From an optimization exercise on the open Yosys and OpenROAD flow, aimed at small area; shortcuts taken in it are not production practice. Function was checked by simulation only, so behaviour that the tests miss may differ from the original. The clock cells of runs 1, 2 and 4 to 7 come from the design's own scripts or RTL, not from TritonCTS. The clock input has no modelled driver; a real chip could not lean on it and would need a root buffer or a full tree. Power figures rest on the tool's default switching activity, not on a simulated workload.

==> flow/design.v <==
module camctl_bus (
    input  wire       clk,
    input  wire       rst,
    input  wire       cmd_valid,
    output wire       cmd_ready,
    input  wire [2:0] cmd_op,
    input  wire [7:0] cmd_addr,
    input  wire [7:0] cmd_val,
    output wire       rsp_valid,
    output wire [1:0] rsp_status,
    output wire [7:0] rsp_code,
    output wire [7:0] rsp_data,
    output wire       tr_req,
    output reg        tr_we,
    output reg  [7:0] tr_addr,
    output reg  [7:0] tr_wdata,
    input  wire       tr_done,
    input  wire       tr_fail,
    input  wire [7:0] tr_rdata,
    output wire       log_valid,
    output wire [1:0] log_kind,
    output wire [7:0] log_data
);
    localparam [3:0] S_IDLE = 4'd0;
    localparam [3:0] S_RS   = 4'd1;    
    localparam [3:0] S_RT1  = 4'd2;    
    localparam [3:0] S_RP1  = 4'd3;    
    localparam [3:0] S_RL1  = 4'd4;    
    localparam [3:0] S_RT2  = 4'd5;    
    localparam [3:0] S_RP2  = 4'd6;    
    localparam [3:0] S_RL2  = 4'd7;    
    localparam [3:0] S_RR   = 4'd8;    
    localparam [3:0] S_WS   = 4'd9;    
    localparam [3:0] S_WV   = 4'd10;   
    localparam [3:0] S_WT   = 4'd11;   
    localparam [3:0] S_WP   = 4'd12;   
    localparam [3:0] S_RESP = 4'd13;   
    localparam [3:0] S_P    = 4'd14;   
    reg  [3:0] step;
    reg  [7:0] ra;          
    reg  [7:0] rv;          
    reg        rd;          
    reg        sent;        
    reg  [2:0] dly;         
    reg  [2:0] att;         
    reg        pq;          
    reg  [1:0] kind;        
    reg  [7:0] byte_r;      
    wire latched = |kind;
    wire poll    = (step == S_RP1) || (step == S_RP2) || (step == S_WP);
    wire reqstep = (step == S_RS) || (step == S_RT1) || (step == S_RT2) ||
                   (step == S_RR) || (step == S_WS) || (step == S_WV) ||
                   (step == S_WT) || (step == S_P);
    wire ans     = tr_done || tr_fail;
    assign cmd_ready = (step == S_IDLE);
    assign tr_req    = !latched && (reqstep || (poll && pq));
    assign rsp_valid  = (step == S_RESP);
    assign rsp_status = kind;
    assign rsp_code   = byte_r & {8{kind == 2'd1}};
    assign rsp_data   = byte_r & {8{rd && !latched}};
    wire st_ok   = (tr_rdata == 8'h00);
    wire st_busy = (tr_rdata == 8'h03);
    wire st_fail = (tr_rdata == 8'h04);
    wire unk_log = poll && pq && tr_done && !(st_ok || st_busy || st_fail);
    assign log_valid = unk_log || (step == S_RL1) || (step == S_RL2);
    assign log_kind  = unk_log ? 2'd1 : 2'd2;
    assign log_data  = unk_log ? tr_rdata : {6'd0, step == S_RL2, step == S_RL1};
    always @(*) begin
        tr_we    = 1'b1;
        tr_addr  = 8'hF5;
        tr_wdata = 8'h00;
        case (step)
        S_RS:  begin tr_addr = 8'hF2; tr_wdata = sent ? rv : ra; end
        S_RT1: tr_wdata = 8'h33;
        S_RT2: tr_wdata = 8'hF9;
        S_RR:  begin tr_we = 1'b0; tr_addr = 8'hF4; end
        S_WS:  begin tr_addr = 8'hF2; tr_wdata = ra; end
        S_WV:  begin tr_addr = 8'hF3; tr_wdata = sent ? 8'h00 : rv; end
        S_WT:  tr_wdata = 8'h37;
        S_P:   begin tr_we = !rd; tr_addr = ra; tr_wdata = rv; end
        default: begin tr_we = 1'b0; tr_addr = 8'hF6; end
        endcase
    end
    wire poll_end  = poll && (latched || (pq && ans && (tr_fail || st_ok || st_fail || att == 3'd5)));
    wire poll_good = pq && tr_done && st_ok;
    always @(posedge clk) begin
        if (ans && !latched)
            byte_r <= tr_rdata;
        if (step == S_IDLE) begin
            ra   <= cmd_addr;
            rv   <= cmd_val;
            rd   <= (cmd_op == 3'd1) || (cmd_op == 3'd4);
            sent <= (cmd_op == 3'd5) && (cmd_addr == 8'hFF);
        end
    end
    always @(posedge clk) begin
        if (rst) begin
            step <= S_IDLE;
            kind <= 2'd0;
            dly  <= 3'd0;
            att  <= 3'd0;
            pq   <= 1'b0;
        end else begin
            if (tr_req && tr_fail)
                kind <= 2'd1;
            if (poll && !latched) begin
                if (!pq) begin
                    {att, dly} <= {att, dly} + 6'd1;
                    if (dly == 3'd7)
                        pq <= 1'b1;
                end else if (ans) begin
                    pq <= 1'b0;
                end
            end
            if (poll_end)
                att <= 3'd0;
            case (step)
            S_IDLE: if (cmd_valid) begin
                if (cmd_op == 3'd2) begin
                    kind <= 2'd0;
                    step <= S_RESP;
                end else if (latched)
                    step <= S_RESP;
                else if (cmd_op == 3'd4 || (cmd_op == 3'd5 && cmd_addr == 8'hFF))
                    step <= S_RS;
                else if (cmd_op[2] || cmd_op[1])
                    step <= S_WS;
                else
                    step <= S_P;
            end
            S_RP1, S_RP2: if (poll_end)
                step <= poll_good ? step + 4'd2 : step + 4'd1;
            S_WP: if (poll_end) begin
                if (!poll_good && !latched && !tr_fail)
                    kind <= 2'd2;
                step <= S_RESP;
            end
            S_RR: if (latched || ans)
                step <= sent ? S_WS : S_RESP;
            S_P: if (latched || ans)
                step <= S_RESP;
            S_RESP: step <= S_IDLE;
            S_RL1, S_RL2: step <= step + 4'd1;
            default: if (latched || ans)
                step <= step + 4'd1;
            endcase
        end
    end
endmodule
module camctl_rx (
    input  wire        clk,
    input  wire        rst,
    input  wire        s_valid,
    input  wire [7:0]  s_data,
    input  wire        s_last,
    input  wire        s_restart,
    input  wire        cfg_varlen,
    input  wire [23:0] cfg_expected,
    output reg         q_valid,
    output wire [1:0]  q_outcome,
    output wire        q_close,
    output wire [11:0] q_len
);
    localparam [1:0] O_FIRST     = 2'd0;
    localparam [1:0] O_INTER     = 2'd1;
    localparam [1:0] O_LAST      = 2'd2;
    localparam [1:0] O_DISCARDED = 2'd3;
    reg  [3:0]  pos;         
    reg  [10:0] plen;        
    reg         bad;         
    reg         fid;
    reg         eof;
    reg  [31:0] pts;
    reg  [31:0] last_pts;
    reg         last_zero;   
    reg         last_fid;
    reg         discarding;
    reg         frame_open;
    reg  [23:0] acc;         
    reg         over;        
    reg         pts_ne;      
    reg  [7:0]  last_byte;
    always @(*) begin
        case (pos[1:0])
        2'd2:    last_byte = last_pts[7:0];
        2'd3:    last_byte = last_pts[15:8];
        2'd0:    last_byte = last_pts[23:16];
        default: last_byte = last_pts[31:24];
        endcase
        if (last_zero)
            last_byte = 8'd0;
    end
    wire boundary = pts_ne || (fid != last_fid);
    always @(posedge clk) begin
        if (rst) begin
            pos     <= 4'd0;
            q_valid <= 1'b0;
        end else begin
            q_valid <= s_valid && s_last;
            if (s_valid) begin
                if (s_last)
                    pos <= 4'd0;
                else if (pos != 4'd12)
                    pos <= pos + 4'd1;
            end
        end
    end
    always @(posedge clk) begin
        if (s_valid) begin
            plen <= (pos == 4'd12) ? plen + 11'd1 : 11'd0;
            if (pos == 4'd0)
                bad <= (s_data != 8'd12);
            if (pos == 4'd1) begin
                bad <= bad || s_data[6] || !s_data[2];
                fid <= s_data[0];
                eof <= s_data[1];
            end
            if (s_last && pos < 4'd11)
                bad <= 1'b1;
            if (pos >= 4'd2 && pos <= 4'd5)
                pts <= {s_data, pts[31:8]};
            if (pos == 4'd2)
                pts_ne <= (s_data != last_byte);
            else if (pos >= 4'd3 && pos <= 4'd5)
                pts_ne <= pts_ne || (s_data != last_byte);
        end
    end
    always @(posedge clk) begin
        if (s_valid && pos == 4'd11 && boundary) begin
            acc  <= 24'd0;
            over <= 1'b0;
        end else if (s_valid && pos == 4'd12) begin
            acc  <= acc + 24'd1;
            over <= over || (&acc);
        end
    end
    wire size_bad = !cfg_varlen && (over || acc != cfg_expected);
    reg [1:0] outc;
    always @(*) begin
        if (bad)              outc = O_DISCARDED;
        else if (boundary)    outc = O_FIRST;
        else if (discarding)  outc = O_DISCARDED;
        else if (!frame_open) outc = O_DISCARDED;
        else if (eof)         outc = size_bad ? O_DISCARDED : O_LAST;
        else                  outc = O_INTER;
    end
    assign q_outcome = outc;
    assign q_close   = frame_open && (outc == O_FIRST);
    assign q_len     = {1'b0, plen & {11{outc != O_DISCARDED}}};
    always @(posedge clk) begin
        if (rst || s_restart) begin
            last_zero  <= 1'b1;
            last_fid   <= 1'b0;
            discarding <= 1'b0;
            frame_open <= 1'b0;
        end else if (q_valid) begin
            case (outc)
            O_FIRST: begin
                last_pts   <= pts;
                last_zero  <= 1'b0;
                last_fid   <= fid;
                discarding <= 1'b0;
                frame_open <= 1'b1;
            end
            O_LAST: begin
                last_zero  <= 1'b1;
                frame_open <= 1'b0;
            end
            O_DISCARDED: begin
                discarding <= 1'b1;
                frame_open <= 1'b0;
            end
            default: ;
            endcase
        end
    end
endmodule
module camctl (
    input  wire        clk,
    input  wire        rst,
    input  wire        cmd_valid,
    output wire        cmd_ready,
    input  wire [2:0]  cmd_op,
    input  wire [7:0]  cmd_addr,
    input  wire [7:0]  cmd_val,
    output wire        rsp_valid,
    output wire [1:0]  rsp_status,
    output wire [7:0]  rsp_code,
    output wire [7:0]  rsp_data,
    output wire        tr_req,
    output wire        tr_we,
    output wire [7:0]  tr_addr,
    output wire [7:0]  tr_wdata,
    input  wire        tr_done,
    input  wire        tr_fail,
    input  wire [7:0]  tr_rdata,
    output wire        log_valid,
    output wire [1:0]  log_kind,
    output wire [7:0]  log_data,
    input  wire        s_valid,
    input  wire [7:0]  s_data,
    input  wire        s_last,
    input  wire        s_restart,
    input  wire        cfg_varlen,
    input  wire [23:0] cfg_expected,
    output wire        q_valid,
    output wire [1:0]  q_outcome,
    output wire        q_close,
    output wire [11:0] q_len
);
    camctl_bus u_bus (
        .clk        (clk),
        .rst        (rst),
        .cmd_valid  (cmd_valid),
        .cmd_ready  (cmd_ready),
        .cmd_op     (cmd_op),
        .cmd_addr   (cmd_addr),
        .cmd_val    (cmd_val),
        .rsp_valid  (rsp_valid),
        .rsp_status (rsp_status),
        .rsp_code   (rsp_code),
        .rsp_data   (rsp_data),
        .tr_req     (tr_req),
        .tr_we      (tr_we),
        .tr_addr    (tr_addr),
        .tr_wdata   (tr_wdata),
        .tr_done    (tr_done),
        .tr_fail    (tr_fail),
        .tr_rdata   (tr_rdata),
        .log_valid  (log_valid),
        .log_kind   (log_kind),
        .log_data   (log_data)
    );
    camctl_rx u_rx (
        .clk          (clk),
        .rst          (rst),
        .s_valid      (s_valid),
        .s_data       (s_data),
        .s_last       (s_last),
        .s_restart    (s_restart),
        .cfg_varlen   (cfg_varlen),
        .cfg_expected (cfg_expected),
        .q_valid      (q_valid),
        .q_outcome    (q_outcome),
        .q_close      (q_close),
        .q_len        (q_len)
    );
endmodule
==> flow/flow/run.sh <==
#!/bin/bash
# Standard ORFS layout with three changes:
#  - after the standard synthesis, its combinational logic is re-mapped for
#    area by flow/resyn.tcl (registers untouched);
#  - ports get buf_1 buffers;
#  - the clock tree is two levels of buffers built by flow/cts_hook.tcl.
# Each tool's output goes to a log file in this folder.
set -euo pipefail
here=$(pwd)
lib=$FLOW_HOME/platforms/sky130hd/lib/sky130_fd_sc_hd__tt_025C_1v80.lib
res=$here/orfs/results/sky130hd/camctl/base

bash standard.sh synth > synth.log 2>&1

cp $res/1_2_yosys.v $here/std_synth.v
export RESYN_IN=$here/std_synth.v
export RESYN_OUT=$here/resyn.v
export RESYN_LIB=$lib
export RESYN_ABC=$here/flow/resyn.abc
export RESYN_DONT_USE="$(grep -o 'cell *( *"\?sky130_fd_sc_hd__\(lpflow\|probe\)[a-z0-9_]*' $lib | grep -o 'sky130_fd_sc_hd__[a-z0-9_]*' | sort -u | tr '\n' ' ')"
yosys -c $here/flow/resyn.tcl > resyn.log 2>&1
cp $here/resyn.v $res/1_2_yosys.v
rm -f $res/1_synth.odb $res/1_synth.sdc

export BUFFER_PORTS_ARGS="-buffer_cell sky130_fd_sc_hd__buf_1"
export PRE_CTS_TCL="$here/flow/cts_hook.tcl"
export MY_CTS_LEAVES=${MY_CTS_LEAVES:-10}
export MY_CTS_LEAF=${MY_CTS_LEAF:-sky130_fd_sc_hd__clkbuf_8}
export MY_CTS_ROOT=${MY_CTS_ROOT:-sky130_fd_sc_hd__clkbuf_8}
bash standard.sh > layout.log 2>&1
==> flow/flow/cts_hook.tcl <==
# Sourced by ORFS cts.tcl before its clock_tree_synthesis call (PRE_CTS_TCL).
# Replaces clock_tree_synthesis with a two-level tree: one root buffer on the
# clock port driving one leaf buffer per group of flip-flops (the
# placed clock pins split at medians into groups of nearly equal size).
# Every flip-flop is two buffers from the port.

proc clock_tree_synthesis { args } {
  set nleaf     [expr { [info exists ::env(MY_CTS_LEAVES)] ? $::env(MY_CTS_LEAVES) : 4 }]
  set leaf_cell [expr { [info exists ::env(MY_CTS_LEAF)] ? $::env(MY_CTS_LEAF) : "sky130_fd_sc_hd__clkbuf_8" }]
  set root_cell [expr { [info exists ::env(MY_CTS_ROOT)] ? $::env(MY_CTS_ROOT) : "sky130_fd_sc_hd__clkbuf_4" }]
  set db    [ord::get_db]
  set block [ord::get_db_block]
  set clk   [$block findNet clk]
  set sinks {}
  set xs {}
  set ys {}
  foreach it [$clk getITerms] {
    set loc [$it getAvgXY]
    lappend sinks $it
    lappend xs [lindex $loc 1]
    lappend ys [lindex $loc 2]
  }
  set n [llength $sinks]
  puts "my_cts: $n sinks, $nleaf leaves of $leaf_cell, root $root_cell"
  # split the largest group at its median along its wider side until there
  # are nleaf groups
  set all {}
  for { set i 0 } { $i < $n } { incr i } { lappend all $i }
  set groups [list $all]
  while { [llength $groups] < $nleaf } {
    set big 0
    for { set g 1 } { $g < [llength $groups] } { incr g } {
      if { [llength [lindex $groups $g]] > [llength [lindex $groups $big]] } { set big $g }
    }
    set members [lindex $groups $big]
    set gx {}
    set gy {}
    foreach i $members {
      lappend gx [lindex $xs $i]
      lappend gy [lindex $ys $i]
    }
    set wx [expr { [tcl::mathfunc::max {*}$gx] - [tcl::mathfunc::min {*}$gx] }]
    set wy [expr { [tcl::mathfunc::max {*}$gy] - [tcl::mathfunc::min {*}$gy] }]
    set keyed {}
    foreach i $members {
      lappend keyed [list $i [expr { $wx >= $wy ? [lindex $xs $i] : [lindex $ys $i] }]]
    }
    set sorted {}
    foreach e [lsort -integer -index 1 $keyed] { lappend sorted [lindex $e 0] }
    set h [expr { [llength $sorted] / 2 }]
    set groups [lreplace $groups $big $big \
      [lrange $sorted 0 [expr { $h - 1 }]] [lrange $sorted $h end]]
  }
  set nleaf [llength $groups]
  set asg [lrepeat $n 0]
  set cx {}
  set cy {}
  set sc {}
  set k 0
  foreach g $groups {
    set sx 0.0
    set sy 0.0
    foreach i $g {
      lset asg $i $k
      set sx [expr { $sx + [lindex $xs $i] }]
      set sy [expr { $sy + [lindex $ys $i] }]
    }
    lappend cx [expr { int($sx / [llength $g]) }]
    lappend cy [expr { int($sy / [llength $g]) }]
    lappend sc [llength $g]
    incr k
  }
  set root_master [$db findMaster $root_cell]
  set leaf_master [$db findMaster $leaf_cell]
  set root [odb::dbInst_create $block $root_master clkbuf_root]
  set rnet [odb::dbNet_create $block clknet_root]
  $rnet setSigType CLOCK
  [$root findITerm A] connect $clk
  [$root findITerm X] connect $rnet
  set ax 0.0
  set ay 0.0
  set used 0
  for { set k 0 } { $k < $nleaf } { incr k } {
    if { [lindex $sc $k] == 0 } { continue }
    set b [odb::dbInst_create $block $leaf_master clkbuf_leaf_$k]
    set net [odb::dbNet_create $block clknet_leaf_$k]
    $net setSigType CLOCK
    [$b findITerm A] connect $rnet
    [$b findITerm X] connect $net
    for { set i 0 } { $i < $n } { incr i } {
      if { [lindex $asg $i] == $k } {
        set it [lindex $sinks $i]
        $it disconnect
        $it connect $net
      }
    }
    $b setLocation [lindex $cx $k] [lindex $cy $k]
    $b setPlacementStatus PLACED
    set ax [expr { $ax + [lindex $cx $k] }]
    set ay [expr { $ay + [lindex $cy $k] }]
    incr used
    puts "my_cts: leaf $k at [lindex $cx $k] [lindex $cy $k] with [lindex $sc $k] sinks"
  }
  $root setLocation [expr { int($ax / $used) }] [expr { int($ay / $used) }]
  $root setPlacementStatus PLACED
  $clk setSigType CLOCK
  set_propagated_clock [all_clocks]
}
==> flow/flow/resyn.abc <==
strash
&get -n
&deepsyn -T 10 -S 1
&put
dch -f
&get -n
&nf
&put
==> flow/flow/resyn.tcl <==
# Yosys script (yosys -c): re-map the combinational logic of the standard
# synthesis netlist for area. Flip-flops and tie cells stay as they are, with
# their instance names, so the registers match the standard synthesis.
# Environment: RESYN_IN, RESYN_OUT (netlists), RESYN_LIB (liberty),
# RESYN_ABC (abc script), RESYN_DONT_USE (cells abc must not use).
yosys read_liberty -ignore_miss_func $::env(RESYN_LIB)
yosys read_verilog $::env(RESYN_IN)
yosys hierarchy -top camctl
yosys setattr -mod -set keep_hierarchy 1 sky130_fd_sc_hd__*df* sky130_fd_sc_hd__*dl* sky130_fd_sc_hd__conb_1
yosys flatten
yosys opt_clean -purge
set dont_use {}
foreach c $::env(RESYN_DONT_USE) { lappend dont_use -dont_use $c }
yosys abc -liberty $::env(RESYN_LIB) {*}$dont_use -script $::env(RESYN_ABC)
yosys opt_clean -purge
yosys read_liberty -lib -overwrite -ignore_miss_func $::env(RESYN_LIB)
yosys hilomap -singleton -hicell sky130_fd_sc_hd__conb_1 HI -locell sky130_fd_sc_hd__conb_1 LO
yosys insbuf -buf sky130_fd_sc_hd__buf_4 A X
yosys select camctl
yosys stat -liberty $::env(RESYN_LIB)
yosys check -assert
yosys write_verilog -noattr -nohex -nodec -selected $::env(RESYN_OUT)
==> flow/standard.sh <==
#!/bin/bash
# synth_recipe.tcl (not shown) runs the flow's synth.tcl, then flattens the netlist and writes it again
# the make line also repeats each setting of config.mk as NAME=value (left out here)
make -C /OpenROAD-flow-scripts/flow DESIGN_CONFIG=/design/flow/config.mk WORK_HOME=/design/flow/orfs CLKGATE_MAP_FILE= SYNTH_SCRIPT=/design/flow/synth_recipe.tcl "${@:-finish}"
==> flow/config.mk <==
export PLATFORM = sky130hd
export DESIGN_NAME = camctl
export DESIGN_NICKNAME = camctl
export VERILOG_FILES = /design/flow/design.v
export SDC_FILE = /design/flow/constraint.sdc
export NUM_CORES = 4
export LEC_CHECK = 0
export CAP_MARGIN = 20
export CORE_MARGIN = 2
export CORE_UTILIZATION = 65
export SLEW_MARGIN = 20
==> flow/constraint.sdc <==
create_clock -name core_clock -period 6.0 [get_ports {clk}]
set_input_delay 1.2000 -clock core_clock [delete_from_list [all_inputs] [get_ports {clk}]]
set_output_delay 1.2000 -clock core_clock [all_outputs]
set_load 0.01 [all_outputs]
==> results of run 1 <==
worst min-delay path by stage:
stage                           start               end  slack (ns)
after floorplan           u_rx.pts[0]  u_rx.last_pts[0]        0.40
after global placement    u_rx.pts[3]  u_rx.last_pts[3]        0.40
after detailed placement  u_rx.pts[3]  u_rx.last_pts[3]        0.41
after CTS                 u_rx.pts[0]  u_rx.last_pts[0]        0.39
after global routing      u_rx.pts[0]  u_rx.last_pts[0]        0.41
final                     u_rx.pts[0]  u_rx.last_pts[0]        0.39
per-layer routing:
layer	part of all wire	wire, um	track usage	vias up
met4	0.017	236	0.0467	0
met5	0	0	0	-
met2	0.48	6900	0.454	215
li1	-	-	-	2527
met1	0.43	6110	0.350	2456
met3	0.073	1040	0.0231	21
power breakdown:
part	internal, W	switching (W)
Sequential	0.00127	0.000100
Combinational	0.000231	0.000427
Clock	0.000165	0.000293
Total	0.00167	0.000820
worst max-delay path: stages:
cell and delay [ns]:
buf_1 0.11, o22ai_1 0.10, a221o_1 0.26, a2111oi_0 0.38
and4_1 0.25, a31oi_1 0.11, o21ai_0 0.19, nand2b_1 0.10
nand2_1 0.25, and2_0 0.19, buf_1 0.15
sequential cells by signal, indices dropped and copies added, names as in the netlist, 2 cells and up:
register	flops
u_bus.att	3
u_bus.byte_r	8
u_bus.dly	3
u_bus.kind	2
u_bus.ra	8
u_bus.rv	8
u_bus.step	4
u_rx.acc	24
u_rx.last_pts	32
u_rx.plen	11
u_rx.pos	4
u_rx.pts	32
metrics by stage:
step                      setup slack (ns)  power, W
after floorplan                       1.90   0.00181
after global placement                1.67   0.00202
after detailed placement              1.51   0.00205
after CTS                             1.54   0.00249
after global routing                  1.15   0.00262
final                                 1.51   0.00249
layout by cell type (no fill, tap or decap), types with 4 or more instances in the layout:
| cell type | n |
|---|---|
| buf_1 | 131 |
| edfxtp_1 | 105 |
| nor2_1 | 61 |
| dfxtp_1 | 47 |
| nand2_1 | 42 |
| nor3_1 | 38 |
| o21ai_0 | 35 |
| clkinv_1 | 33 |
| and2_0 | 32 |
| and3_1 | 27 |
| a21oi_1 | 26 |
| o22ai_1 | 16 |
| nand3_1 | 14 |
| clkbuf_8 | 11 |
| or2_0 | 8 |
| nor4_1 | 7 |
| or3_1 | 7 |
| nor2b_1 | 7 |
| nand2b_1 | 7 |
| o21a_1 | 7 |
| and4_1 | 6 |
| xor2_1 | 6 |
| a221o_1 | 6 |
| a22o_1 | 6 |
| a21o_1 | 5 |
| a31oi_1 | 4 |
| buf_4 | 4 |
area by class of cell:
class                           count  area [um2]  area share
Tap cell                          133         166      0.0224
Sequential cell                   152        4090       0.550
Timing Repair Buffer              136         533      0.0717
Buffer                             11         151      0.0204
Multi-Input combinational cell    413        2370       0.319
Inverter                           33         124      0.0167
==> impl_metrics.csv, run 1 <==
group,metric,value,unit
run_status,status,"complete, no violations",
synth,synth_area,6600,um2
placed_design,gp_congestion,0.922,
global_routing,grt_pass1_vias,5000,
route,drt_pass1_iterations,5,
layout,layout-drive-gt1-share,0.0255,
route,drt_wl_total,14300,um
hold_path,holdPathStages,0,
route,drc,0,
sta,fin_crit_sh,0.749,
sta,clock-skew-final,0.0471,ns
floorplan,core_area,9820,um2
sta,rsz0062_at_grt,"false",
global_routing,grt_max_degree,34,
critical_path,timing.rr.end,"u_rx.acc[23]",
layout,fin_area,7440,um2
hold_path,hp-class,"flop to flop",
sta,finalSetupTns,0,ns
synth,yosysWarnings,2,
layout,n_antenna_cell,0,
sta,period_needed,4.49,ns
clock_network,ctsHoldBuffers,0,
critical_path,cp.arrival,3.29,ns
sta,slew_headroom,0.507,
route,drtIter0Drc,456,
floorplan,die_x,105,um
floorplan,die-area,11000,um2
layout,fillers,700,
critical_path,cp-end-kind,"primary output",
critical_path,crit_required,4.80,ns
layout,fin_cells,878,
critical_path,path_class,"input pin to primary output",
global_routing,grt_usage,0.256,
route,vias,5219,
clock_network,clk_latency,0.42,ns
layout,final_core_util,0.758,
placed_design,io_buffers,131,
layout,nNetsFinal,815,
critical_path,rr_startpoint,"u_rx.pos[2]",
critical_path,r2r_slack,2.05,ns
floorplan,die_h,105,um
synth,syn-num-nets,669,
critical_path,crit_end,"q_len[4]",
power_and_ir_drop,leakagePower,2.54,nW
clock_network,post_cts_resized,0,
placed_design,placed_cell_area,7280,um2
synth,netlist_instances,601,
floorplan,start_util,0.672,
sta,slew_violations,0,
global_routing,grt_pass1_wl,23600,um
sta,whs,0.395,ns
critical_path,r2r_cells,12,
placed_design,hpwl,10300,um
flow_run,drv_cap,0,
clock_network,path_clk_slew,0.10,ns
floorplan,top_level_ports,133,
synth,syn_area_per_cell,11.0,um2
sta,fmax,223,MHz
power_and_ir_drop,power_density,334,nW/um2
critical_path,crit_start,"cfg_expected[4]",
global_routing,antenna_found_initial,0,
placed_design,placedCellCount,866,
route,wl_per_cell,16.3,um
route,via_per_inst,5.94,
clock_network,postCtsSetupBuffers,0,
layout,area_delta_synth_final,12.8,%
sta,tightest_slew,0.735,ns
route,ant_nets,0,
power_and_ir_drop,ir_drop,0.244,mV
critical_path,crit_path_start_kind,"input pin",
sta,setup_violations,0,
floorplan,num_rows,36,
critical_path,cp_max_fo,12,
sta,final_hold_viol_count,0,
global_routing,grt_overflow_total,0,
==> run 2: changes to the inputs <==
--- a/flow/design.v
+++ b/flow/design.v
@@ -37,15 +37,14 @@
     localparam [3:0] S_RESP = 4'd13;   
     localparam [3:0] S_P    = 4'd14;   
     reg  [3:0] step;
-    reg  [7:0] ra;          
-    reg  [7:0] rv;          
+    reg  [7:0] ra;
+    reg  [7:0] rv;
     reg        rd;          
     reg        sent;        
-    reg  [2:0] dly;         
-    reg  [2:0] att;         
-    reg        pq;          
     reg  [1:0] kind;        
-    reg  [7:0] byte_r;      
+    wire [2:0] dly = rv[2:0];   
+    wire [2:0] att = rv[5:3];   
+    wire       pq  = rv[6];     
     wire latched = |kind;
     wire poll    = (step == S_RP1) || (step == S_RP2) || (step == S_WP);
     wire reqstep = (step == S_RS) || (step == S_RT1) || (step == S_RT2) ||
@@ -56,8 +55,8 @@
     assign tr_req    = !latched && (reqstep || (poll && pq));
     assign rsp_valid  = (step == S_RESP);
     assign rsp_status = kind;
-    assign rsp_code   = byte_r & {8{kind == 2'd1}};
-    assign rsp_data   = byte_r & {8{rd && !latched}};
+    assign rsp_code   = ra & {8{kind == 2'd1}};
+    assign rsp_data   = ra & {8{rd && !latched}};
     wire st_ok   = (tr_rdata == 8'h00);
     wire st_busy = (tr_rdata == 8'h03);
     wire st_fail = (tr_rdata == 8'h04);
@@ -74,7 +73,7 @@
         S_RT1: tr_wdata = 8'h33;
         S_RT2: tr_wdata = 8'hF9;
         S_RR:  begin tr_we = 1'b0; tr_addr = 8'hF4; end
-        S_WS:  begin tr_addr = 8'hF2; tr_wdata = ra; end
+        S_WS:  begin tr_addr = 8'hF2; tr_wdata = sent ? 8'hFF : ra; end
         S_WV:  begin tr_addr = 8'hF3; tr_wdata = sent ? 8'h00 : rv; end
         S_WT:  tr_wdata = 8'h37;
         S_P:   begin tr_we = !rd; tr_addr = ra; tr_wdata = rv; end
@@ -83,37 +82,37 @@
     end
     wire poll_end  = poll && (latched || (pq && ans && (tr_fail || st_ok || st_fail || att == 3'd5)));
     wire poll_good = pq && tr_done && st_ok;
+    wire trigger = (step == S_RT1) || (step == S_RT2) || (step == S_WT);
     always @(posedge clk) begin
-        if (ans && !latched)
-            byte_r <= tr_rdata;
         if (step == S_IDLE) begin
-            ra   <= cmd_addr;
+            if (!latched)
+                ra <= cmd_addr;
             rv   <= cmd_val;
             rd   <= (cmd_op == 3'd1) || (cmd_op == 3'd4);
             sent <= (cmd_op == 3'd5) && (cmd_addr == 8'hFF);
+        end else begin
+            if (ans && !latched)
+                ra <= tr_rdata;
+            if (trigger)
+                rv[6:0] <= 7'd0;
+            else if (poll && !latched) begin
+                if (!pq) begin
+                    rv[5:0] <= rv[5:0] + 6'd1;
+                    if (dly == 3'd7)
+                        rv[6] <= 1'b1;
+                end else if (ans) begin
+                    rv[6] <= 1'b0;
+                end
+            end
         end
     end
     always @(posedge clk) begin
         if (rst) begin
             step <= S_IDLE;
             kind <= 2'd0;
-            dly  <= 3'd0;
-            att  <= 3'd0;
-            pq   <= 1'b0;
         end else begin
             if (tr_req && tr_fail)
                 kind <= 2'd1;
-            if (poll && !latched) begin
-                if (!pq) begin
-                    {att, dly} <= {att, dly} + 6'd1;
-                    if (dly == 3'd7)
-                        pq <= 1'b1;
-                end else if (ans) begin
-                    pq <= 1'b0;
-                end
-            end
-            if (poll_end)
-                att <= 3'd0;
             case (step)
             S_IDLE: if (cmd_valid) begin
                 if (cmd_op == 3'd2) begin
@@ -166,11 +165,11 @@
     localparam [1:0] O_LAST      = 2'd2;
     localparam [1:0] O_DISCARDED = 2'd3;
     reg  [3:0]  pos;         
-    reg  [10:0] plen;        
     reg         bad;         
     reg         fid;
     reg         eof;
-    reg  [31:0] pts;
+    reg         boundary;    
+    reg  [31:0] pts;         
     reg  [31:0] last_pts;
     reg         last_zero;   
     reg         last_fid;
@@ -178,7 +177,7 @@
     reg         frame_open;
     reg  [23:0] acc;         
     reg         over;        
-    reg         pts_ne;      
+    wire [10:0] plen = pts[10:0];
     reg  [7:0]  last_byte;
     always @(*) begin
         case (pos[1:0])
@@ -190,7 +189,7 @@
         if (last_zero)
             last_byte = 8'd0;
     end
-    wire boundary = pts_ne || (fid != last_fid);
+    wire first_now = s_valid && pos == 4'd11 && boundary && !bad;
     always @(posedge clk) begin
         if (rst) begin
             pos     <= 4'd0;
@@ -207,22 +206,24 @@
     end
     always @(posedge clk) begin
         if (s_valid) begin
-            plen <= (pos == 4'd12) ? plen + 11'd1 : 11'd0;
             if (pos == 4'd0)
                 bad <= (s_data != 8'd12);
             if (pos == 4'd1) begin
-                bad <= bad || s_data[6] || !s_data[2];
-                fid <= s_data[0];
-                eof <= s_data[1];
+                bad      <= bad || s_data[6] || !s_data[2];
+                fid      <= s_data[0];
+                eof      <= s_data[1];
+                boundary <= (s_data[0] != last_fid);
             end
             if (s_last && pos < 4'd11)
                 bad <= 1'b1;
-            if (pos >= 4'd2 && pos <= 4'd5)
-                pts <= {s_data, pts[31:8]};
-            if (pos == 4'd2)
-                pts_ne <= (s_data != last_byte);
-            else if (pos >= 4'd3 && pos <= 4'd5)
-                pts_ne <= pts_ne || (s_data != last_byte);
+            if (pos >= 4'd2 && pos <= 4'd5) begin
+                pts      <= {s_data, pts[31:8]};
+                boundary <= boundary || (s_data != last_byte);
+            end
+            if (pos == 4'd11)
+                pts[10:0] <= 11'd0;
+            if (pos == 4'd12)
+                pts[10:0] <= plen + 11'd1;
         end
     end
     always @(posedge clk) begin
@@ -248,30 +249,35 @@
     assign q_close   = frame_open && (outc == O_FIRST);
     assign q_len     = {1'b0, plen & {11{outc != O_DISCARDED}}};
     always @(posedge clk) begin
+        if (first_now)
+            last_pts <= pts;
         if (rst || s_restart) begin
             last_zero  <= 1'b1;
             last_fid   <= 1'b0;
             discarding <= 1'b0;
             frame_open <= 1'b0;
-        end else if (q_valid) begin
-            case (outc)
-            O_FIRST: begin
-                last_pts   <= pts;
-                last_zero  <= 1'b0;
-                last_fid   <= fid;
-                discarding <= 1'b0;
-                frame_open <= 1'b1;
-            end
-            O_LAST: begin
-                last_zero  <= 1'b1;
-                frame_open <= 1'b0;
-            end
-            O_DISCARDED: begin
-                discarding <= 1'b1;
-                frame_open <= 1'b0;
+        end else begin
+            if (first_now) begin
+                last_zero <= 1'b0;
+                last_fid  <= fid;
+            end
+            if (q_valid) begin
+                case (outc)
+                O_FIRST: begin
+                    discarding <= 1'b0;
+                    frame_open <= 1'b1;
+                end
+                O_LAST: begin
+                    last_zero  <= 1'b1;
+                    frame_open <= 1'b0;
+                end
+                O_DISCARDED: begin
+                    discarding <= 1'b1;
+                    frame_open <= 1'b0;
+                end
+                default: ;
+                endcase
             end
-            default: ;
-            endcase
         end
     end
 endmodule
==> run 2 against run 1 <==
Hold slack improved by 0.048 ns. Worst setup slack improved by 0.011 ns. Core utilization down 0.42 points. Largest cell class unchanged. Maximum frequency increased by 0.24%. Sequential share of layout area shrank 6.2 points. Critical endpoint is now q_len[7]. Via count increased by 7.6%. Sequential cell count decreased by 26. Register-to-register slack lost 0.09 ns. Synthesized area shrank 7.0%. Die area decreased by 6.8%. Still clean on timing, DRC and antenna. Synthesized cell count up 3.3%.
==> impl_metrics.csv, run 2 <==
group,metric,value,unit
run_status,status,"complete, no violations",
clock_network,clk_latency,0.41,ns
floorplan,start_util,0.667,
sta,final_hold_viol_count,0,
synth,netlist_instances,621,
sta,finalSetupTns,0,ns
sta,setup_violations,0,
critical_path,path_common_cell,"buf_1",
critical_path,crit_path_cell_trace,"buf_1, a22o_1, a221o_1, a2111oi_0, a41o_1, and3_1, nor3_1, buf_2, nor2b_1, buf_1",
global_routing,grt-busiest-layer,"met2",
sta,worst_slack,1.52,ns
sta,clock-skew-final,0.0377,ns
clock_network,postCtsSetupBuffers,0,
global_routing,grt_usage,0.307,
global_routing,grt_pass1_vias,5166,
critical_path,path_class,"input pin to primary output",
synth,syn-num-nets,689,
critical_path,cp_max_fo,9,
layout,reg_top3,"u_rx.last_pts: 32 flops, u_rx.pts: 32 flops, u_rx.acc: 24 flops",
placed_design,gp_congestion,0.946,
floorplan,die-area,10200,um2
route,drtIter0Drc,413,
critical_path,timing.critical_path.buf_inv,3,
floorplan,num_rows,35,
critical_path,crit_path_start_kind,"input pin",
clock_network,ctsHoldBuffers,0,
sta,fin_crit_sh,0.747,
layout,n_antenna_cell,0,
route,drt_wl_total,16100,um
power_and_ir_drop,leakagePower,2.38,nW
floorplan,core_area,9200,um2
layout,fillers,653,
global_routing,grtUsageMet1,0.399,
flow_run,drv_cap,0,
layout,nNetsFinal,835,
synth,synth_area,6130,um2
layout,area_delta_synth_final,13.0,%
global_routing,grt_overflow_total,0,
synth,syn_area_per_cell,9.87,um2
clock_network,post_cts_resized,0,
floorplan,top_level_ports,133,
critical_path,crit_required,4.80,ns
global_routing,globalRouteMet3Util,0.0388,
route,drc,0,
power_and_ir_drop,ir_drop,0.252,mV
route,vias,5618,
critical_path,cpLargestDelayFamily,"compound AO/OA/AOI/OAI gates",
critical_path,cp_slowest_stage_delay,0.39,ns
sta,tightest_slew,0.871,ns
global_routing,antenna_found_initial,0,
layout,layout.cells.most_common,"buf_1",
critical_path,cp-end-kind,"primary output",
critical_path,cp.arrival,3.28,ns
placed_design,hpwl,12000,um
sta,slew_headroom,0.415,
critical_path,r2r_cells,11,
floorplan,die_x,101,um
route,drt_pass1_iterations,5,
global_routing,grt_max_degree,33,
synth,yosysWarnings,2,
placed_design,io_buffers,131,
layout,layout-drive-gt1-share,0.0222,
sta,rsz0062_at_grt,"false",
hold_path,holdPathStages,0,
layout,mostFrequentLayoutCells,"buf_1 (131), edfxtp_1 (86), nor2_1 (73)",
critical_path,cp_slowest_cell,"a2111oi_0",
floorplan,die_h,101,um
power_and_ir_drop,power_density,330,nW/um2
sta,slew_violations,0,
global_routing,grt_use_met2,0.534,
hold_path,hp-class,"flop to flop",
sta,fmax,223,MHz
route,wl_per_cell,18.4,um
global_routing,grt_pass1_wl,25200,um
clock_network,path_clk_slew,0.05,ns
critical_path,path_depth,10,
sta,period_needed,4.48,ns
route,ant_nets,0,
route,via_per_inst,6.41,
placed_design,pre_cts_ws,1.55,ns
run 2: changes by cell type in the layout (fill, tap and decap cells not counted), moves of 8 or more:
cell / change
edfxtp_1: -19
a21oi_1: +17
nor3_1: -14
nor2_1: +12
nor2b_1: +12
clkinv_1: +11
a22oi_1: +9
a221oi_1: +8
run 2: worst reg2reg max path, stage by stage, from the launching register on:
cell and delay [ns]:
dfxtp_1 0.52, nor4bb_1 0.78, and4_1 0.36, and4_1 0.29, and4_1 0.30, and4_1 0.30, and4_1 0.28, and4_1 0.27
and4_1 0.30, and3_1 0.26, and3_1 0.21, nor3_1 0.06
run 2: routing by layer:
layer  vias to the layer above  wire length, um
li1                       2623                -
met1                      2629             6170
met2                       318             8070
met3                        48             1340
met4                         0              547
met5                         -                0
run 2: final timing paths:
check / from / end / slack, ns
min reg2reg: u_rx.pts[25] / u_rx.pts[17] / 0.44
max: cfg_expected[7] / q_len[7] / 1.52
max reg2reg: u_rx.pos[2] / u_rx.acc[23] / 1.96
min: u_rx.pts[25] / u_rx.pts[17] / 0.44
run 2: final cells by class:
cell class	instances	area, um2	share of cell area
plain buffers	11	151	0.0219
inverters	44	165	0.0238
multi-input cells	448	2560	0.370
flip-flops and latches	126	3380	0.488
well taps	111	139	0.0200
repair buffers	136	527	0.0760
run 2: where the power goes:
part | total [W] | switching (W) | internal (W)
sequential | 0.00120 | 0.000136 | 0.00106
clock | 0.000417 | 0.000253 | 0.000164
combinational | 0.000671 | 0.000433 | 0.000238
run 2: through the flow:
step           total power (W)  cell area, um2  cells  utilization  hold WS (ns)
2_1_floorplan          0.00161            6130    621            -         0.421
3_3_place_gp           0.00186            6770    864        0.736         0.427
3_5_place_dp           0.00188            6780    865        0.737         0.429
4_1_cts                0.00228            6930    876        0.753         0.441
5_1_grt                0.00241            6930    876        0.753         0.458
6_report               0.00229            6930    876        0.753         0.443
==> run 3: changes to the inputs <==
--- a/flow/flow/run.sh
+++ b/flow/flow/run.sh
@@ -24,7 +24,7 @@
 
 export BUFFER_PORTS_ARGS="-buffer_cell sky130_fd_sc_hd__buf_1"
 export PRE_CTS_TCL="$here/flow/cts_hook.tcl"
-export MY_CTS_LEAVES=${MY_CTS_LEAVES:-10}
+export MY_CTS_LEAVES=${MY_CTS_LEAVES:-8}
 export MY_CTS_LEAF=${MY_CTS_LEAF:-sky130_fd_sc_hd__clkbuf_8}
-export MY_CTS_ROOT=${MY_CTS_ROOT:-sky130_fd_sc_hd__clkbuf_8}
+export MY_CTS_ROOT=${MY_CTS_ROOT:-sky130_fd_sc_hd__clkbuf_4}
 bash standard.sh > layout.log 2>&1
--- a/flow/flow/cts_hook.tcl
+++ b/flow/flow/cts_hook.tcl
@@ -22,17 +22,19 @@
   }
   set n [llength $sinks]
   puts "my_cts: $n sinks, $nleaf leaves of $leaf_cell, root $root_cell"
-  # split the largest group at its median along its wider side until there
-  # are nleaf groups
+  # split the clock pins at medians, along the wider side of each group,
+  # into nleaf groups of nearly equal size
   set all {}
   for { set i 0 } { $i < $n } { incr i } { lappend all $i }
-  set groups [list $all]
-  while { [llength $groups] < $nleaf } {
-    set big 0
-    for { set g 1 } { $g < [llength $groups] } { incr g } {
-      if { [llength [lindex $groups $g]] > [llength [lindex $groups $big]] } { set big $g }
+  set todo [list [list $all $nleaf]]
+  set groups {}
+  while { [llength $todo] > 0 } {
+    lassign [lindex $todo 0] members k
+    set todo [lrange $todo 1 end]
+    if { $k <= 1 } {
+      lappend groups $members
+      continue
     }
-    set members [lindex $groups $big]
     set gx {}
     set gy {}
     foreach i $members {
@@ -47,9 +49,10 @@
     }
     set sorted {}
     foreach e [lsort -integer -index 1 $keyed] { lappend sorted [lindex $e 0] }
-    set h [expr { [llength $sorted] / 2 }]
-    set groups [lreplace $groups $big $big \
-      [lrange $sorted 0 [expr { $h - 1 }]] [lrange $sorted $h end]]
+    set k1 [expr { $k / 2 }]
+    set h [expr { [llength $sorted] * $k1 / $k }]
+    lappend todo [list [lrange $sorted 0 [expr { $h - 1 }]] $k1]
+    lappend todo [list [lrange $sorted $h end] [expr { $k - $k1 }]]
   }
   set nleaf [llength $groups]
   set asg [lrepeat $n 0]
--- a/flow/config.mk
+++ b/flow/config.mk
@@ -7,5 +7,5 @@
 export LEC_CHECK = 0
 export CAP_MARGIN = 20
 export CORE_MARGIN = 2
-export CORE_UTILIZATION = 65
+export CORE_UTILIZATION = 80
 export SLEW_MARGIN = 20
==> run 3 against run 2 <==
The run now fails in global placement (3_3_place_gp). Synthesized area did not move. Synthesized cell count unchanged.
==> impl_metrics.csv, run 3 <==
group,metric,value,unit
synth,synth_area,6130,um2
run_status,haltStage,"global placement (3_3_place_gp)",
run_status,status,"did not finish",
synth,syn-num-nets,689,
floorplan,die_x,91.5,um
floorplan,start_util,0.836,
synth,netlist_instances,621,
floorplan,die_h,91.5,um
placed_design,io_buffers,131,
run_status,error,"[ERROR GPL-0301] Utilization 101.029 % exceeds 100%.",
floorplan,num_rows,31,
floorplan,top_level_ports,133,
synth,syn_area_per_cell,9.87,um2
synth,yosysWarnings,2,
==> run 4: changes to the inputs <==
--- a/flow/config.mk
+++ b/flow/config.mk
@@ -7,5 +7,5 @@
 export LEC_CHECK = 0
 export CAP_MARGIN = 20
 export CORE_MARGIN = 2
-export CORE_UTILIZATION = 80
+export CORE_UTILIZATION = 65
 export SLEW_MARGIN = 20
==> run 4 against run 3 <==
Now clean on timing, DRC and antenna. Synthesized cell count stayed put. Synthesized area stayed put.
==> impl_metrics.csv, run 4 <==
group,metric,value,unit
run_status,status,"complete, no violations",
critical_path,path_class,"input pin to primary output",
placed_design,io_buffers,131,
synth,syn_area_per_cell,9.87,um2
sta,period_needed,4.48,ns
sta,final_hold_viol_count,0,
clock_network,ctsHoldBuffers,0,
critical_path,cp.arrival,3.28,ns
placed_design,gp_congestion,0.946,
clock_network,clk_latency,0.49,ns
route,drc,0,
critical_path,crit_path_cell_trace,"buf_1, a22o_1, a221o_1, a2111oi_0, a41o_1, and3_1, nor3_1, buf_2, nor2b_1, buf_1",
route,via_per_inst,6.36,
floorplan,top_level_ports,133,
synth,synth_area,6130,um2
placed_design,hpwl,12000,um
route,drt_pass1_iterations,7,
synth,netlist_instances,621,
sta,setup_violations,0,
layout,layout-drive-gt1-share,0.0197,
layout,n_antenna_cell,0,
clock_network,postCtsSetupBuffers,0,
critical_path,timing.critical_path.buf_inv,3,
global_routing,antenna_found_initial,0,
floorplan,start_util,0.667,
sta,tightest_slew,0.879,ns
critical_path,cp_max_fo,9,
power_and_ir_drop,power_density,325,nW/um2
sta,slew_violations,0,
route,wl_per_cell,18.3,um
sta,slew_headroom,0.409,
critical_path,cp-end-kind,"primary output",
layout,reg_top3,"u_rx.last_pts: 32 flops, u_rx.pts: 32 flops, u_rx.acc: 24 flops",
sta,fin_crit_sh,0.747,
layout,layout.cells.most_common,"buf_1",
floorplan,die-area,10200,um2
layout,nNetsFinal,833,
floorplan,core_area,9200,um2
flow_run,drv_cap,0,
layout,fillers,662,
clock_network,post_cts_resized,0,
global_routing,grt_overflow_total,0,
critical_path,cpLargestDelayFamily,"compound AO/OA/AOI/OAI gates",
sta,fmax,223,MHz
floorplan,die_h,101,um
layout,mostFrequentLayoutCells,"buf_1 (131), edfxtp_1 (86), nor2_1 (73)",
floorplan,num_rows,35,
synth,syn-num-nets,689,
critical_path,cp_slowest_stage_delay,0.41,ns
power_and_ir_drop,ir_drop,0.253,mV
synth,yosysWarnings,2,
critical_path,path_common_cell,"buf_1",
sta,finalSetupTns,0,ns
route,drt_wl_total,16000,um
floorplan,die_x,101,um
global_routing,grt_max_degree,33,
route,drtIter0Drc,462,
sta,clock-skew-final,0.0223,ns
clock_network,path_clk_slew,0.09,ns
global_routing,grt_usage,0.303,
power_and_ir_drop,leakagePower,2.37,nW
global_routing,grt_pass1_vias,5106,
critical_path,cp_slowest_cell,"a2111oi_0",
sta,rsz0062_at_grt,"false",
global_routing,grt_pass1_wl,24900,um
critical_path,crit_path_start_kind,"input pin",
route,vias,5561,
layout,area_delta_synth_final,12.4,%
route,ant_nets,0,
critical_path,crit_required,4.80,ns
hold_path,hp-class,"flop to flop",
critical_path,r2r_slack,1.95,ns
power_and_ir_drop,power.total,0.00224,W
==> run 4: worst paths after layout <==
| check | start | endpoint | cells after the start |
|---|---|---|---|
| max | cfg_expected[7] | q_len[2] | 10 |
| min | u_rx.pts[31] | u_rx.pts[23] | 0 |
| max reg2reg | u_rx.pos[2] | u_rx.acc[23] | 11 |
| min reg2reg | u_rx.pts[31] | u_rx.pts[23] | 0 |
==> run 4: where the power goes <==
part / total [W] / internal, W / leakage, nW / switching, W
Combinational: 0.000670 / 0.000238 / 1.19 / 0.000433
Clock: 0.000369 / 0.000127 / 0.0621 / 0.000243
Sequential: 0.00120 / 0.00106 / 1.12 / 0.000136
==> run 4: routing by layer <==
metal / vias to the layer above / wire (um) / track usage
met5: - / 0 / 0
li1: 2619 / - / -
met3: 44 / 1200 / 0.0395
met2: 262 / 8020 / 0.529
met1: 2636 / 6230 / 0.395
met4: 0 / 563 / 0.0977
==> run 4: layout make-up <==
type,instances,area (um2),area share
inverters,44,165,0.0240
flip-flops and latches,126,3380,0.491
plain buffers,9,118,0.0171
well taps,111,139,0.0201
repair buffers,136,527,0.0764
multi-input cells,448,2560,0.372
==> run 4: per-stage QoR <==
step	cells	hold slack, ns	instance area [um2]	worst slack [ns]	utilization
final	874	0.455	6890	1.52	0.750
after global routing	874	0.469	6890	1.27	0.750
after CTS	874	0.450	6890	1.54	0.750
after detailed placement	865	0.429	6780	1.55	0.737
after global placement	864	0.427	6770	1.54	0.736
after floorplan	621	0.421	6130	2.00	-
==> run 5: changes to the inputs <==
==> flow/flow/run.sh (replaced) <==
#!/bin/bash
# Standard ORFS layout with three changes:
#  - after the standard synthesis, its combinational logic is re-mapped for
#    area by flow/resyn.tcl (registers untouched), with each flow/resyn_*.abc
#    script; the smallest netlist whose pre-layout setup slack is at least
#    0.6 ns is laid out (the standard netlist if none is);
#  - ports get buf_1 buffers;
#  - the clock tree is two levels of buffers built by flow/cts_hook.tcl.
# Each tool's output goes to a log file in this folder.
set -euo pipefail
here=$(pwd)
platform=$FLOW_HOME/platforms/sky130hd
lib=$platform/lib/sky130_fd_sc_hd__tt_025C_1v80.lib
res=$here/orfs/results/sky130hd/camctl/base

bash standard.sh synth > synth.log 2>&1

cp $res/1_2_yosys.v $here/std_synth.v
dont_use="$(grep -o 'cell *( *"\?sky130_fd_sc_hd__\(lpflow\|probe\)[a-z0-9_]*' $lib | grep -o 'sky130_fd_sc_hd__[a-z0-9_]*' | sort -u | tr '\n' ' ')"
for abc in $here/flow/resyn_*.abc; do
    c=$(basename $abc .abc)
    (
        RESYN_IN=$here/std_synth.v RESYN_OUT=$here/$c.v RESYN_LIB=$lib RESYN_ABC=$abc \
        RESYN_DONT_USE="$dont_use" yosys -c $here/flow/resyn.tcl > $c.log 2>&1 || true
    ) &
done
wait
best=$here/std_synth.v
best_area=
for abc in $here/flow/resyn_*.abc; do
    c=$(basename $abc .abc)
    [[ -s $here/$c.v ]] || continue
    area=$(grep "Chip area for module '\\\\camctl'" $c.log | tail -1 | awk '{print $NF}')
    STA_NETLIST=$here/$c.v STA_PLATFORM=$platform STA_SDC=$here/constraint.sdc \
        openroad -no_init -exit $here/flow/sta.tcl > $c.sta.log 2>&1 || true
    slack=$(grep '^slack' $c.sta.log | awk '{print $2}')
    echo "$c area $area slack $slack" >> choice.log
    [[ -n "$area" && -n "$slack" ]] || continue
    if awk -v s=$slack 'BEGIN { exit !(s >= 0.6) }' &&
       { [[ -z "$best_area" ]] || awk -v a=$area -v b=$best_area 'BEGIN { exit !(a < b) }'; }; then
        best=$here/$c.v
        best_area=$area
    fi
done
echo "chosen $best" >> choice.log
cp $best $res/1_2_yosys.v
rm -f $res/1_synth.odb $res/1_synth.sdc

export BUFFER_PORTS_ARGS="-buffer_cell sky130_fd_sc_hd__buf_1"
export PRE_CTS_TCL="$here/flow/cts_hook.tcl"
export MY_CTS_LEAVES=${MY_CTS_LEAVES:-8}
export MY_CTS_LEAF=${MY_CTS_LEAF:-sky130_fd_sc_hd__clkbuf_8}
export MY_CTS_ROOT=${MY_CTS_ROOT:-sky130_fd_sc_hd__clkbuf_4}
bash standard.sh > layout.log 2>&1
==> flow/flow/resyn_amap.abc (new file) <==
strash
&get -n
&deepsyn -T 10 -S 1
&put
dch -f
amap
==> flow/flow/resyn_nf.abc (new file) <==
strash
&get -n
&deepsyn -T 10 -S 1
&put
dch -f
&get -n
&nf
&put
==> flow/flow/resyn_nfr.abc (new file) <==
strash
&get -n
&deepsyn -T 10 -S 1
&put
dch -f
&get -n
&nf -R 1000
&put
==> flow/flow/sta.tcl (new file) <==
# Pre-layout setup slack of a netlist (no wires, ideal clock), to choose
# among re-mapped netlists. Environment: STA_NETLIST, STA_PLATFORM (the
# platform folder), STA_SDC.
set p $::env(STA_PLATFORM)
read_lef $p/lef/sky130_fd_sc_hd.tlef
read_lef $p/lef/sky130_fd_sc_hd_merged.lef
read_liberty $p/lib/sky130_fd_sc_hd__tt_025C_1v80.lib
read_verilog $::env(STA_NETLIST)
link_design camctl
read_sdc $::env(STA_SDC)
puts "slack [sta::format_time [sta::worst_slack_cmd max] 3]"
--- a/flow/config.mk
+++ b/flow/config.mk
@@ -7,5 +7,5 @@
 export LEC_CHECK = 0
 export CAP_MARGIN = 20
 export CORE_MARGIN = 2
-export CORE_UTILIZATION = 65
+export CORE_UTILIZATION = 72
 export SLEW_MARGIN = 20
removed: flow/flow/resyn.abc
==> run 5 against run 4 <==
Still clean on timing, DRC and antenna. Synthesized cell count grew 9.2%. Clock skew shrank 0.0075 ns. Design area shrank 0.31%. First-iteration DRC count grew 22%. Core utilization grew 8.7 points. Hold slack gained 0.0070 ns. Register-to-register slack lost 1.2 ns. Synthesized area shrank 0.61%. Sequential cell count is the same. Worst setup slack lost 0.78 ns. Largest cell class unchanged.
==> impl_metrics.csv, run 5 <==
group,metric,value,unit
layout,reg_top3,"u_rx.last_pts: 32 flops, u_rx.pts: 32 flops, u_rx.acc: 24 flops",
power_and_ir_drop,leakagePower,2.26,nW
run_status,status,"complete, no violations",
sta,slew_violations,0,
placed_design,gp_congestion,0.968,
sta,slew_headroom,0.359,
critical_path,crit_path_start_kind,"flop",
global_routing,grt_pass1_vias,5507,
route,vias,5957,
floorplan,core_area,8220,um2
sta,final_hold_viol_count,0,
layout,nNetsFinal,891,
global_routing,grt_max_degree,35,
critical_path,path_class,"flop to flop",
global_routing,antenna_found_initial,0,
layout,layout-drive-gt1-share,0.0244,
critical_path,cp_max_fo,8,
hold_path,hp-class,"flop to flop",
clock_network,path_clk_slew,0.10,ns
layout,area_delta_synth_final,12.8,%
sta,rsz0062_at_grt,"false",
sta,fmax,190,MHz
critical_path,cp-end-kind,"flop",
sta,fin_crit_sh,0.877,
flow_run,drv_cap,0,
global_routing,grt_overflow_total,0,
floorplan,num_rows,33,
synth,syn_area_per_cell,8.99,um2
floorplan,top_level_ports,133,
route,drt_wl_total,17100,um
critical_path,cp.arrival,5.63,ns
placed_design,pre_cts_ws,0.498,ns
route,drc,0,
sta,worst_slack,0.740,ns
clock_network,ctsHoldBuffers,0,
floorplan,die_h,96.0,um
power_and_ir_drop,ir_drop,0.219,mV
floorplan,start_util,0.742,
sta,tightest_slew,0.958,ns
power_and_ir_drop,power_density,331,nW/um2
floorplan,die_x,96.0,um
synth,syn-num-nets,746,
placed_design,io_buffers,131,
synth,yosysWarnings,2,
route,wl_per_cell,18.5,um
floorplan,die-area,9220,um2
layout,layout.cells.most_common,"nor2_1",
global_routing,grt_pass1_wl,26400,um
critical_path,path_common_cell,"nor2_1",
sta,clock-skew-final,0.0148,ns
critical_path,cp_slowest_cell,"dfxtp_1",
sta,finalSetupTns,0,ns
sta,period_needed,5.26,ns
layout,mostFrequentLayoutCells,"nor2_1 (138), buf_1 (131), clkinv_1 (118)",
synth,synth_area,6090,um2
clock_network,clk_latency,0.48,ns
global_routing,grt_usage,0.368,
sta,setup_violations,0,
route,drt_pass1_iterations,8,
route,ant_nets,0,
route,drtIter0Drc,564,
route,via_per_inst,6.43,
synth,netlist_instances,678,
critical_path,cp_slowest_stage_delay,0.41,ns
layout,n_antenna_cell,0,
critical_path,crit_required,6.37,ns
placed_design,hpwl,12900,um
==> run 5: stage by stage <==
step                      total power, W  area [um2]   util  instances  hold WS, ns
after floorplan                  0.00162        6090      -        678        0.421
after global placement           0.00185        6720  0.818        914        0.432
after detailed placement         0.00189        6720  0.818        914        0.439
after CTS                        0.00224        6840  0.833        923        0.461
after global routing             0.00237        6870  0.836        926        0.479
final                            0.00227        6870  0.836        926        0.462
==> run 5: cell type report <==
class | instances | area (um2)
Fill cell | 486 | 1340
Tap cell | 105 | 131
Sequential cell | 126 | 3380
Multi-Input combinational cell | 430 | 2250
Inverter | 119 | 450
Timing Repair Buffer | 137 | 537
Buffer | 9 | 118
==> run 5: where the power goes <==
| group | switching (W) | internal, W |
|---|---|---|
| sequential | 0.0000743 | 0.00107 |
| combinational | 0.000532 | 0.000217 |
| clock | 0.000253 | 0.000127 |
| total | 0.000860 | 0.00141 |
==> run 5: worst max-delay path, delay by kind of cell, from the launching register on <==
family	cells	cell delay [ns]
simple gates	26	4.36
flops	1	0.41
buf+inv	2	0.38
==> run 5: worst paths after layout <==
check	endpoint	cells past startpoint	from	slack, ns
min reg2reg	u_rx.pts[23]	0	u_rx.pts[31]	0.46
max	u_rx.acc[23]	28	u_rx.pos[1]	0.74
min	u_rx.pts[23]	0	u_rx.pts[31]	0.46
max reg2reg	u_rx.acc[23]	28	u_rx.pos[1]	0.74
==> run 5: repair_timing <==
action,CTS,global route
resized for setup,0,3
endpoints found under the setup margin,0,4
buffers inserted,0,3
==> run 5: metal layers <==
layer / up-vias / routed length (um) / global-route usage
met5: - / 0 / 0
met4: 0 / 739 / 0.142
met3: 94 / 1810 / 0.0423
met2: 437 / 8660 / 0.660
met1: 2732 / 5940 / 0.454
li1: 2694 / - / -
==> run 6: changes to the inputs <==
--- a/flow/config.mk
+++ b/flow/config.mk
@@ -7,5 +7,5 @@
 export LEC_CHECK = 0
 export CAP_MARGIN = 20
 export CORE_MARGIN = 2
-export CORE_UTILIZATION = 72
+export CORE_UTILIZATION = 65
 export SLEW_MARGIN = 20
==> run 6 against run 5 <==
Hold slack improved by 0.0012 ns. Register-to-register slack improved by 0.05 ns. Sequential share of layout area increased by 0.054 points. Synthesized cell count unchanged. Global-route usage decreased by 4.8 points. Clock skew increased by 0.0051 ns. Highest routed layer unchanged.
==> impl_metrics.csv, run 6 <==
group,metric,value,unit
route,drc,0,
sta,setup_violations,0,
clock_network,ctsHoldBuffers,0,
global_routing,grt_pass1_vias,5372,
clock_network,clk_latency,0.49,ns
sta,period_needed,5.21,ns
layout,mostFrequentLayoutCells,"nor2_1 (139), buf_1 (131), clkinv_1 (118)",
layout,layout.cells.most_common,"nor2_1",
layout,n_antenna_cell,0,
layout,layout-drive-gt1-share,0.0207,
layout,fillers,642,
layout,nNetsFinal,890,
global_routing,grt_usage,0.320,
layout,multi_input_area,2250,um2
floorplan,die_h,101,um
route,drtIter0Drc,441,
critical_path,cp.arrival,5.62,ns
flow_run,drv_cap,0,
route,ant_nets,0,
critical_path,cp-end-kind,"flop",
sta,slew_violations,0,
sta,fmax,192,MHz
floorplan,top_level_ports,133,
placed_design,pre_cts_ws,0.542,ns
floorplan,start_util,0.666,
floorplan,die_x,101,um
sta,fin_crit_sh,0.869,
run_status,status,"complete, no violations",
sta,slew_headroom,0.324,
placed_design,gp_congestion,0.902,
critical_path,path_class,"flop to flop",
route,vias,5710,
sta,final_hold_viol_count,0,
critical_path,crit_path_start_kind,"flop",
layout,regArea,3380,um2
placed_design,hpwl,12500,um
route,drt_wl_total,16500,um
route,via_per_inst,6.13,
critical_path,timing.critical_path.buf_inv,3,
clock_network,path_clk_slew,0.10,ns
critical_path,crit_required,6.41,ns
global_routing,grt_overflow_total,0,
critical_path,cpLargestDelayFamily,"simple AND/OR/NAND/NOR gates",
sta,tightest_slew,1.01,ns
placed_design,io_buffers,131,
floorplan,core_area,9150,um2
floorplan,die-area,10200,um2
critical_path,cp_slowest_cell,"dfxtp_1",
layout,final_core_util,0.750,
critical_path,cp_max_fo,5,
route,wl_per_cell,17.7,um
critical_path,cp_slowest_stage_delay,0.39,ns
synth,netlist_instances,678,
global_routing,antenna_found_initial,0,
layout,reg_top3,"u_rx.last_pts: 32 flops, u_rx.pts: 32 flops, u_rx.acc: 24 flops",
power_and_ir_drop,power_density,329,nW/um2
critical_path,path_common_cell,"nor2_1",
floorplan,num_rows,35,
synth,syn_area_per_cell,8.99,um2
sta,finalSetupTns,0,ns
route,drt_pass1_iterations,6,
layout,area_delta_synth_final,12.7,%
power_and_ir_drop,leakagePower,2.25,nW
sta,worst_slack,0.788,ns
hold_path,hp-class,"flop to flop",
synth,synth_area,6090,um2
power_and_ir_drop,ir_drop,0.287,mV
global_routing,grt_pass1_wl,25900,um
global_routing,grt_max_degree,35,
sta,clock-skew-final,0.0199,ns
power_and_ir_drop,power.total,0.00226,W
synth,syn-num-nets,746,
synth,yosysWarnings,2,
-- run 6: cell count changes in the layout (fill, tap and decap cells not counted) --
cell    previous run  this run
nor2_1           138       139
nor3_1            22        23
nor2_2             3         2
nor3_2             1         0
buf_4              6         5
-- run 6: path summary, 6_finish.rpt --
kind                            cells past startpoint  slack (ns)         start           endpoint
worst min-delay path                                0        0.46  u_rx.pts[22]  u_rx.last_pts[22]
worst min register to register                      0        0.46  u_rx.pts[22]  u_rx.last_pts[22]
worst max register to register                     30        0.79   u_rx.pos[2]       u_rx.acc[23]
worst max-delay path                               30        0.79   u_rx.pos[2]       u_rx.acc[23]
-- run 6: per-layer routing --
metal / part of all wire / GRT usage
met3: 0.081 / 0.0250
met1: 0.38 / 0.416
met2: 0.50 / 0.553
met5: 0 / 0
met4: 0.042 / 0.134
-- run 6: through the flow --
step / hold WS, ns / instance area (um2) / cells
floorplan: 0.421 / 6090 / 678
global placement: 0.430 / 6730 / 921
detailed placement: 0.439 / 6730 / 921
CTS: 0.469 / 6850 / 930
global route: 0.481 / 6870 / 931
finish: 0.463 / 6870 / 931
-- run 6: cell type report --
cell class,instances,area share
flip-flops and latches,126,0.493
multi-input cells,430,0.327
repair buffers,136,0.0771
inverters,119,0.0656
well taps,111,0.0202
plain buffers,9,0.0171
-- run 6: what timing repair did --
item,in CTS,in global routing
buffers inserted,0,1
endpoints found under the hold margin,0,0
gates resized for setup,0,2
endpoints found under the setup margin,0,3
-- run 6: worst register-to-register path, delay by kind of cell (launching register included) --
kind	cells	cell delay [ns]
buffers and inverters	3	0.46
AND/OR/NAND/NOR	27	4.28
flip-flops	1	0.39
-- run 6: report_power, final --
| part | total [W] | switching [W] | internal, W |
|---|---|---|---|
| Combinational | 0.000739 | 0.000522 | 0.000217 |
| Clock | 0.000374 | 0.000248 | 0.000127 |
| Sequential | 0.00114 | 0.0000729 | 0.00107 |
==> run 7: changes to the inputs <==
--- a/flow/flow/resyn.tcl
+++ b/flow/flow/resyn.tcl
@@ -15,7 +15,7 @@
 yosys opt_clean -purge
 yosys read_liberty -lib -overwrite -ignore_miss_func $::env(RESYN_LIB)
 yosys hilomap -singleton -hicell sky130_fd_sc_hd__conb_1 HI -locell sky130_fd_sc_hd__conb_1 LO
-yosys insbuf -buf sky130_fd_sc_hd__buf_4 A X
+yosys insbuf -buf sky130_fd_sc_hd__buf_1 A X
 yosys select camctl
 yosys stat -liberty $::env(RESYN_LIB)
 yosys check -assert
==> flow/flow/resyn_amap2.abc (new file) <==
strash
&get -n
&deepsyn -T 10 -S 2
&put
dch -f
amap
removed: flow/flow/resyn_nf.abc
==> run 7 against run 6 <==
Global-route usage decreased by 0.89 points. Highest routed layer unchanged. Sequential share of layout area increased by 0.11 points. First-iteration DRC count decreased by 20%. Maximum frequency increased by 1.4%.
==> impl_metrics.csv, run 7 <==
group,metric,value,unit
critical_path,cp_slowest_stage_delay,0.40,ns
global_routing,antenna_found_initial,0,
layout,final_core_util,0.748,
layout,n_antenna_cell,0,
critical_path,path_class,"flop to flop",
global_routing,grt_pass1_wl,25400,um
floorplan,num_rows,35,
run_status,status,"complete, no violations",
critical_path,cp_max_fo,12,
global_routing,grt_max_degree,33,
hold_path,hp-class,"flop to flop",
floorplan,core_area,9150,um2
synth,syn_area_per_cell,9.05,um2
clock_network,postCtsSetupBuffers,0,
layout,nNetsFinal,882,
layout,fin_cells,923,
synth,syn-num-nets,739,
global_routing,grt_usage,0.311,
synth,netlist_instances,671,
global_routing,grt_overflow_total,0,
placed_design,io_buffers,131,
route,via_per_inst,6.17,
synth,synth_area,6070,um2
sta,clock-skew-final,0.0185,ns
sta,finalSetupTns,0,ns
sta,setup_violations,0,
route,drtIter0Drc,353,
sta,tightest_slew,0.976,ns
power_and_ir_drop,leakagePower,2.26,nW
sta,fin_crit_sh,0.856,
route,drt_wl_total,16000,um
sta,slew_headroom,0.347,
placed_design,gp_congestion,0.976,
layout,layout-drive-gt1-share,0.0222,
route,drc,0,
critical_path,crit_path_start_kind,"flop",
critical_path,cp.arrival,5.52,ns
layout,mostFrequentLayoutCells,"nor2_1 (135), buf_1 (131), clkinv_1 (110)",
route,drt_pass1_iterations,7,
synth,yosysWarnings,2,
clock_network,path_clk_slew,0.10,ns
sta,fmax,195,MHz
clock_network,clk_latency,0.48,ns
flow_run,drv_cap,0,
layout,fillers,673,
placed_design,hpwl,12300,um
floorplan,die_h,101,um
floorplan,top_level_ports,133,
power_and_ir_drop,power.total,0.00268,W
clock_network,post_cts_resized,0,
sta,final_hold_viol_count,0,
sta,rsz0062_at_grt,"false",
clock_network,ctsHoldBuffers,0,
layout,area_delta_synth_final,12.8,%
placed_design,placedCellCount,914,
critical_path,cp-end-kind,"flop",
route,ant_nets,0,
power_and_ir_drop,power_density,391,nW/um2
floorplan,start_util,0.663,
route,wl_per_cell,17.3,um
critical_path,crit_required,6.38,ns
sta,period_needed,5.14,ns
layout,layout.cells.most_common,"nor2_1",
global_routing,grt_pass1_vias,5461,
floorplan,die_x,101,um
sta,slew_violations,0,
critical_path,path_common_cell,"nor2_1",
route,vias,5696,
floorplan,die-area,10100,um2
layout,reg_top3,"u_rx.last_pts: 32 flops, u_rx.pts: 32 flops, u_rx.acc: 24 flops",
critical_path,cp_slowest_cell,"dfxtp_1",
power_and_ir_drop,ir_drop,0.256,mV
run 7: final cells by class:
type | instances | area, um2 | area share
Inverter | 111 | 417 | 0.0608
Sequential cell | 126 | 3380 | 0.494
Tap cell | 111 | 139 | 0.0203
Timing Repair Buffer | 135 | 522 | 0.0762
Multi-Input combinational cell | 431 | 2270 | 0.332
Buffer | 9 | 118 | 0.0172
run 7: stage by stage:
stage / cell area, um2 / setup slack, ns / hold slack (ns)
after floorplan: 6070 / 1.32 / 0.417
after global placement: 6720 / 0.801 / 0.428
after detailed placement: 6720 / 0.430 / 0.431
after CTS: 6840 / 0.446 / 0.463
after global routing: 6850 / 0.0419 / 0.472
final: 6850 / 0.862 / 0.457
run 7: worst max-delay path, delay by kind of cell, from the launching register on:
family | cells | cell delay, ns
AO/OA/AOI/OAI | 2 | 0.18
buffers and inverters | 2 | 0.34
flip-flops | 1 | 0.40
AND/OR/NAND/NOR | 26 | 4.10
run 7: where the power goes:
part / internal [W] / switching (W) / leakage [nW] / total [W]
Combinational: 0.000316 / 0.000689 / 1.07 / 0.00100
Clock: 0.000126 / 0.000240 / 0.0621 / 0.000367
Sequential: 0.00117 / 0.000135 / 1.13 / 0.00130
Total: 0.00161 / 0.00106 / 2.26 / 0.00268
run 7: worst paths after layout:
kind / depth (start not counted) / to / startpoint / slack, ns
worst max-delay path: 30 / u_rx.acc[23] / u_rx.pos[1] / 0.86
worst min-delay path: 0 / u_rx.pts[16] / u_rx.pts[24] / 0.46
worst max register to register: 30 / u_rx.acc[23] / u_rx.pos[1] / 0.86
worst min register to register: 0 / u_rx.pts[16] / u_rx.pts[24] / 0.46
run 7: routing by layer:
metal / wire length [um] / GRT usage
met5: 0 / 0
met4: 714 / 0.139
met3: 1280 / 0.0381
met2: 7930 / 0.547
met1: 6060 / 0.383

-- separate check: timing with driven ports --
The flow's constraints put no driver on any port. The routed layouts listed below were extracted and timed again, unchanged, in two steps. Step 1: set_driving_cell puts a clkbuf_16 on clk and a buf_2 on each other input, an assumption about the parent block. Step 2 times the ports against the registers' clock, not the clock port: input delays grow and output delays shrink by t, the midpoint of the rising clock arrivals with the driver on. Three values: ideal ports, drivers, drivers and shift; two values: the first two.
| run | t (ns) | slack for setup (ns) | slew at the worst register clock pin (ns) |
|---|---|---|---|
| run 1 | 0.429 | 1.506 / 1.484 / 1.484 | 0.12 / 0.12 |
| run 2 | 0.426 | 1.517 / 1.495 / 1.495 | 0.11 / 0.11 |
| run 4 | 0.508 | 1.519 / 1.498 / 1.498 | 0.11 / 0.11 |
| run 5 | 0.504 | 0.740 / 0.740 / 0.353 | 0.11 / 0.11 |
| run 6 | 0.512 | 0.788 / 0.788 / 0.347 | 0.11 / 0.11 |
| run 7 | 0.508 | 0.862 / 0.860 / 0.419 | 0.10 / 0.10 |
After both steps setup and hold are still met in every run listed. For run 7, which loses most, drivers alone change the setup slack by -0.002 ns; drivers and shift together by -0.443 ns.
